This design comes from an exercise in tuning for small area, a short achievable clock period and few clock cycles per item on the open sky130 flow, not from production work.
In this exercise RTL edits were held to simulation tests only and were not proved equivalent to the original.
Power is estimated from default activity; no workload was simulated.

## hpd_pd_engine
module hpd_pd_engine (
    input  wire         clk,
    input  wire         rst,
    input  wire         ht_we,
    input  wire [3:0]   ht_idx,
    input  wire         ht_valid,
    input  wire [3:0]   ht_len,
    input  wire [11:0]  ht_pat,
    input  wire [7:0]   ht_code,
    input  wire [7:0]   ltidx,
    input  wire         cmd_valid,
    input  wire [1:0]   cmd_op,
    output wire         cmd_ready,
    input  wire         in_valid,
    input  wire [7:0]   in_data,
    input  wire         in_last,
    output reg          in_ready,
    output wire         done,
    output reg          pvalid,
    output reg          hdr,
    output reg  [4:0]   err_code,
    output reg  [15:0]  err_ptr,
    output reg  [15:0]  bitptr,
    output reg          inchain,
    output reg  [3:0]   ccount,
    output reg  [15:0]  pcount,
    output reg  [15:0]  derrcnt,
    output wire [511:0] acc
);
    localparam NSLOT = 64;
    localparam C     = 33;       
    localparam OP_INIT = 2'd0;
    localparam OP_STEP = 2'd1;
    localparam E_NONE       = 5'h00;
    localparam E_HUF_SHORT  = 5'h01;
    localparam E_HUF_LONG   = 5'h02;
    localparam E_SIGN_BAD   = 5'h03;
    localparam E_SIGN_SHORT = 5'h04;
    localparam E_PD_RANGE   = 5'h06;
    localparam E_PD_HDR_LEN = 5'h07;
    localparam E_CFG_LTIDX  = 5'h12;
    localparam S_CLR  = 3'd0;    
    localparam S_IDLE = 3'd1;
    localparam S_MARK = 3'd2;    
    localparam S_HDR  = 3'd3;
    localparam S_CONT = 3'd4;
    localparam S_FIN  = 3'd5;    
    localparam S_DONE = 3'd6;
    reg  [15:0]  tkv;
    reg  [3:0]   tl  [0:15];
    reg  [11:0]  tp  [0:15];
    reg  [7:0]   tc  [0:15];
    reg  [7:0]   acc_r [0:NSLOT-1];
    reg  [7:0]   sav   [0:NSLOT-1];
    reg  [2:0]   state;
    reg  [7:0]   stc;        
    reg  [15:0]  cnt;        
    reg  [6:0]   sl1;        
    reg  [C-1:0] bb;         
    reg  [5:0]   avail;      
    reg          last_seen;
    reg          rflag;      
    reg          eadj;       
    reg  [4:0]   eoff;
    reg          v2;
    reg          neg2;
    reg          big2;
    reg  [3:0]   c1_2;
  ...
Settings: LEC_CHECK=0, CAP_MARGIN=20, CORE_MARGIN=2, CORE_UTILIZATION=40, SLEW_MARGIN=20; clock period 12.0 ns.
run.sh (not shown) runs the stock make flow with config.mk's settings and CLKGATE_MAP_FILE= SYNTH_SCRIPT=/design/flow/synth_recipe.tcl, a recipe that flattens the netlist after the stock synthesis.
The first run ran to the end with no violations.
Testbench counts at the start, summed over its fixed seeds: cycles 69,122, packets 968.
Then changed:
Settings changed: SETUP_SLACK_MARGIN from default to 3.
What happened: Worst setup slack gets better by 2.8 ns. Clock skew is about the same. Hold slack is about the same. Final area rose by about 4%. Die area is unchanged.

---

garnet:
Another version of the RTL of hpd_pd_engine (not shown whole).
Size in the first run: ~6,300 cells after synthesis, about 640 I/O pins, roughly 78,000 sq um of cells after synthesis.
export LEC_CHECK = 0
export CAP_MARGIN = 20
export CORE_MARGIN = 2
export CORE_UTILIZATION = 40
export CTS_CLUSTER_DIAMETER = 100
export CTS_CLUSTER_SIZE = 30
export SETUP_SLACK_MARGIN = 4
export SLEW_MARGIN = 20
create_clock -name core_clock -period 12.0 [get_ports {clk}]
Testbench counts of garnet, summed over its fixed seeds: cycles 69,122, packets 968.
The inputs of zinc differ from those of garnet as listed below.
- a deleted CTS_CLUSTER_SIZE that had been 30
- a deleted CTS_CLUSTER_DIAMETER that had been 100
--- outcome ---
Diff garnet -> zinc | via count normalized by instance count | down slightly. Diff garnet -> zinc | initial antenna violation count | decrease of about 10%. Relative to garnet, register share of the cell area has gone down in zinc. garnet → zinc: final area now larger; overall power after layout now larger; clock latency on the worst-skew pair now larger. On clock buffer and inverter area fraction after layout: between garnet and zinc, it ends up higher for zinc. Data arrival time of the critical path up 0.03 ns in zinc wrt garnet.
diff inputs: zinc => harbor
- CTS_CLUSTER_DIAMETER now 100, previously not set
- CTS_CLUSTER_SIZE now 30, previously not set
- CORE_UTILIZATION now 50, was 40
[summary]
Routed wire length shrinks by a little under 10% when moving from zinc to harbor. The clock period minus worst slack of harbor was inferior to that of zinc. Diff harbor..zinc | cts-stage hold buffer count | negligible. Going from zinc to harbor, area taken by multi-input logic gates shrank slightly. Comparing zinc against harbor, there is no change at all in post-synthesis share of cell area spent on and, or, nand and nor gates.
#### Input delta (onyx over harbor)
- removing CTS_CLUSTER_DIAMETER (formerly 100)
- removing CTS_CLUSTER_SIZE (formerly 30)
==> comparison <==
onyx vs harbor: count of clock-buffer cells in the layout up. Summary — final cell area excluding filler cells, onyx relative to harbor: higher, by 3500 sq um. onyx ends up with a clock network power consumption that is about 70% higher than in harbor. Worst hold slack after final layout sits lower in onyx than in harbor. Summary of onyx over harbor: number of nets produced by synthesis was more or less identical; sum of overflow across all layers after global routing has remained practically unchanged; net total in the final layout up 119; register fraction of the total cell area has decreased. In the tables for harbor and onyx, post-route clock skew reads higher with harbor. Any difference in synthesized area per cell between onyx and harbor is small enough to ignore. Power grows by more than 10% when moving from harbor to onyx.

==> what the ideal ports hide <==
The flow's constraints put no driver on any port. The routed layouts listed below were extracted and timed again, unchanged, in two steps.
Step 1 (the two cells are an assumption about what drives the block):
set clk [get_ports {clk}]
set_driving_cell -lib_cell sky130_fd_sc_hd__clkbuf_16 $clk
set_driving_cell -lib_cell sky130_fd_sc_hd__buf_2 [delete_from_list [all_inputs] $clk]
Step 2, shift: input delay + t, output delay - t, t = (earliest + latest rising clock arrival at the registers) / 2. This alone moves slack from input paths to output paths.
Slacks: ideal ports / drivers / drivers and shift; pairs: ideal ports / drivers.
run | t, ns | slack for setup (ns) | worst hold slack (ns) | worst setup path after step 2 | slew at the worst register clock pin (ns)
the first run of note 1 | 0.914 | 0.084 / 0.084 / 0.084 | 0.371 / 0.371 / 0.371 | register to register | 0.07 / 0.07
the second run of note 1 | 0.925 | 2.913 / 2.913 / 2.913 | 0.372 / 0.372 / 0.372 | register to register | 0.07 / 0.07
garnet | 0.867 | 3.781 / 3.781 / 3.688 | 0.412 / 0.412 / 0.412 | input to register | 0.12 / 0.12
zinc | 0.937 | 3.787 / 3.787 / 3.484 | 0.394 / 0.394 / 0.394 | input to register | 0.08 / 0.08
harbor | 0.877 | 3.592 / 3.592 / 3.592 | 0.411 / 0.411 / 0.411 | register to register | 0.12 / 0.12
onyx | 0.919 | 3.658 / 3.658 / 3.658 | 0.392 / 0.392 / 0.392 | register to register | 0.08 / 0.08
After both steps every run listed still meets setup and hold. The setup slack of zinc, which loses most, moves by 0.000 ns with the drivers and by -0.303 ns with both steps.
